Source: an optimization exercise on an open RTL-to-GDS flow (aim: small area). Production flows keep margins and buffers that such runs may drop.
At most, simulation tests tie the RTL to the original design; equivalence was not proved.
Power figures rest on the tool's default switching activity, not on a simulated workload.

// keysynth
module keysynth (
    input  wire        clk,
    input  wire        rst,         
    input  wire        req_valid,
    input  wire [31:0] req,
    output reg         resp_valid,
    output wire [15:0] resp,
    output wire [3:0]  coldrv,
    output wire [11:0] dacout
);
export LEC_CHECK = 0
export ABC_AREA = 1
export CAP_MARGIN = 20
export CORE_MARGIN = 2
export CORE_UTILIZATION = 50
export CTS_BUF_LIST = sky130_fd_sc_hd__clkbuf_4
export SLEW_MARGIN = 20
export SYNTH_MEMORY_MAX_BITS = 65536
create_clock -name core_clock -period 22.0 [get_ports {clk}]
standard.sh (not shown) runs the stock make flow with config.mk's settings and CLKGATE_MAP_FILE= SYNTH_SCRIPT=/design/flow/synth_recipe.tcl, a recipe that flattens the netlist after the stock synthesis.
==> flow/flow/run.sh <==
#!/bin/bash
# Layout flow: the standard flow (standard.sh) with these changes:
#  - synthesis maps the combinational logic with an area-oriented abc
#    script (flow/area.abc) instead of ORFS's abc_area.script, and without
#    ORFS's adder extraction (ADDER_MAP_FILE empty); everything else in
#    synthesis (registers, flattening, renaming) is the standard flow's;
#  - port buffers and pass-through buffers use sky130_fd_sc_hd__buf_1;
#  - clock tree: clkbuf_8 buffers, sink clusters of up to 20 flip-flops
#    within 55 um, no dummy loads.
set -euo pipefail
here=$(pwd)
{
  head -n 1 synth_recipe.tcl
  cat <<EOF
proc abc {args} {
  set out {}
  set i 0
  while {\$i < [llength \$args]} {
    set a [lindex \$args \$i]
    if {\$a eq "-script"} {
      lappend out -script $here/flow/area.abc
      incr i 2
      continue
    }
    lappend out \$a
    incr i
  }
  yosys abc {*}\$out
}
EOF
  tail -n +2 synth_recipe.tcl
} > my_synth.tcl
sed "s#SYNTH_SCRIPT=[^ ]*#SYNTH_SCRIPT=$here/my_synth.tcl#" standard.sh > my_standard.sh
bash my_standard.sh "BUFFER_PORTS_ARGS=-buffer_cell sky130_fd_sc_hd__buf_1" ADDER_MAP_FILE= "MIN_BUF_CELL_AND_PORTS=sky130_fd_sc_hd__buf_1 A X" "CTS_ARGS=-sink_clustering_enable -repair_clock_nets -buf_list sky130_fd_sc_hd__clkbuf_8 -sink_clustering_size 20 -sink_clustering_max_diameter 55 -dont_use_dummy_load" finish > flow_make.log 2>&1
==> flow/flow/area.abc <==
strash
dc2
dc2
&get -n
&deepsyn -T 600
&put
dch -f
amap
topo
The first run finished clean.
==> next run, changes <==
--- a/flow/flow/run.sh
+++ b/flow/flow/run.sh
@@ -8,2 +8,2 @@
-#  - clock tree: clkbuf_8 buffers, sink clusters of up to 20 flip-flops
-#    within 55 um, no dummy loads.
+#  - clock tree: clkbuf_8 buffers, sink clusters of up to 16 flip-flops
+#    within 50 um, no dummy loads.
@@ -34 +34 @@
-bash my_standard.sh "BUFFER_PORTS_ARGS=-buffer_cell sky130_fd_sc_hd__buf_1" ADDER_MAP_FILE= "MIN_BUF_CELL_AND_PORTS=sky130_fd_sc_hd__buf_1 A X" "CTS_ARGS=-sink_clustering_enable -repair_clock_nets -buf_list sky130_fd_sc_hd__clkbuf_8 -sink_clustering_size 20 -sink_clustering_max_diameter 55 -dont_use_dummy_load" finish > flow_make.log 2>&1
+bash my_standard.sh "BUFFER_PORTS_ARGS=-buffer_cell sky130_fd_sc_hd__buf_1" ADDER_MAP_FILE= "MIN_BUF_CELL_AND_PORTS=sky130_fd_sc_hd__buf_1 A X" "CTS_ARGS=-sink_clustering_enable -repair_clock_nets -buf_list sky130_fd_sc_hd__clkbuf_8 -sink_clustering_size 16 -sink_clustering_max_diameter 50 -dont_use_dummy_load" finish > flow_make.log 2>&1
=> Final cell count grows slightly. Register-to-register slack gets better by 1.2 ns. Worst hold slack gets worse by 0.019 ns. Global-route usage increases by 3.6 points. Critical path depth shrinks by 6. Power climbs by a few percent. Die area hardly moves. Maximum frequency went up by a little under a tenth.


Another version of the RTL of keysynth (not shown whole).
Size: about 0.012 mm² of cells after synthesis.
## keysynth
module keysynth (
    input  wire        clk,
    input  wire        rst,         
    input  wire        req_valid,
    input  wire [31:0] req,
    output reg         resp_valid,
    output wire [15:0] resp,
    output wire [3:0]  coldrv,
    output wire [11:0] dacout
);
export LEC_CHECK = 0
export ABC_AREA = 1
export CAP_MARGIN = 20
export CORE_MARGIN = 2
export CORE_UTILIZATION = 50
export CTS_BUF_LIST = sky130_fd_sc_hd__clkbuf_4
export SLEW_MARGIN = 20
export SYNTH_MEMORY_MAX_BITS = 65536
create_clock -name core_clock -period 22.0 [get_ports {clk}]
==> flow/flow/run.sh <==
#!/bin/bash
# Layout flow: the standard flow (standard.sh) with two changes:
#  - synthesis maps the combinational logic with an area-oriented abc
#    script (flow/area.abc) instead of ORFS's abc_area.script; everything
#    else in synthesis (registers, flattening, renaming) is the standard flow's;
#  - port buffers use sky130_fd_sc_hd__buf_1.
set -euo pipefail
here=$(pwd)
{
  head -n 1 synth_recipe.tcl
  cat <<EOF
proc abc {args} {
  set out {}
  set i 0
  while {\$i < [llength \$args]} {
    set a [lindex \$args \$i]
    if {\$a eq "-script"} {
      lappend out -script $here/flow/area.abc
      incr i 2
      continue
    }
    lappend out \$a
    incr i
  }
  yosys abc {*}\$out
}
EOF
  tail -n +2 synth_recipe.tcl
} > my_synth.tcl
sed "s#SYNTH_SCRIPT=[^ ]*#SYNTH_SCRIPT=$here/my_synth.tcl#" standard.sh > my_standard.sh
bash my_standard.sh "BUFFER_PORTS_ARGS=-buffer_cell sky130_fd_sc_hd__buf_1" ADDER_MAP_FILE= "CTS_ARGS=-sink_clustering_enable -repair_clock_nets -buf_list sky130_fd_sc_hd__clkbuf_8 -sink_clustering_size 12 -sink_clustering_max_diameter 60" finish > flow_make.log 2>&1
==> flow/flow/area.abc <==
strash
dc2
dc2
&get -n
&deepsyn -T 120
&put
dch -f
amap
topo
Rerun with:
--- a/flow/flow/run.sh
+++ b/flow/flow/run.sh
@@ -29,3 +29,3 @@
 } > my_synth.tcl
 sed "s#SYNTH_SCRIPT=[^ ]*#SYNTH_SCRIPT=$here/my_synth.tcl#" standard.sh > my_standard.sh
-bash my_standard.sh "BUFFER_PORTS_ARGS=-buffer_cell sky130_fd_sc_hd__buf_1" ADDER_MAP_FILE= "CTS_ARGS=-sink_clustering_enable -repair_clock_nets -buf_list sky130_fd_sc_hd__clkbuf_8 -sink_clustering_size 12 -sink_clustering_max_diameter 60" finish > flow_make.log 2>&1
+bash my_standard.sh "BUFFER_PORTS_ARGS=-buffer_cell sky130_fd_sc_hd__buf_1" ADDER_MAP_FILE= "CTS_ARGS=-sink_clustering_enable -repair_clock_nets -buf_list sky130_fd_sc_hd__clkbuf_8 -sink_clustering_size 16 -sink_clustering_max_diameter 50 -dont_use_dummy_load" finish > flow_make.log 2>&1
What happened:
- synthesized area stays the same
- sequential share of layout area increases by 0.23 points
- core utilization decreases by 0.32 points
- hold slack loses 0.080 ns
- routed wire length decreases by 0.75%
- register-to-register slack barely changes
- clock power decreases by about 7%
- die area does not change
No functional check of the RTL was part of any run of this note.

-- static timing again, ports no longer ideal --
No port has a modelled driver above. Below, the same layouts with a new extraction and two added sets of constraints.
Step 1: set_driving_cell puts a clkbuf_16 on clk and a buf_2 on each other input, an assumption about the parent block.
Step 2 moves the port delays by t, midway between the first and last clock arrival at a register: inputs arrive t later, outputs are due t later. That takes back most of the time a late clock gives input paths.
Slacks: ideal ports / drivers / drivers and shift; pairs: ideal ports / drivers.
run	t (ns)	setup slack, ns	worst hold slack (ns)	worst data-port slew with drivers (ns)
the first run of note 1	0.560	7.275 / 7.275 / 7.275	0.315 / 0.315 / 0.315	0.03
the second run of note 1	0.577	8.452 / 8.452 / 8.452	0.296 / 0.296 / 0.296	0.05
the first run of note 2	0.594	10.062 / 10.062 / 10.062	0.324 / 0.324 / 0.324	0.05
the second run of note 2	0.581	10.072 / 10.072 / 10.072	0.244 / 0.244 / 0.244	0.05
After both steps setup and hold are still met in every run listed.
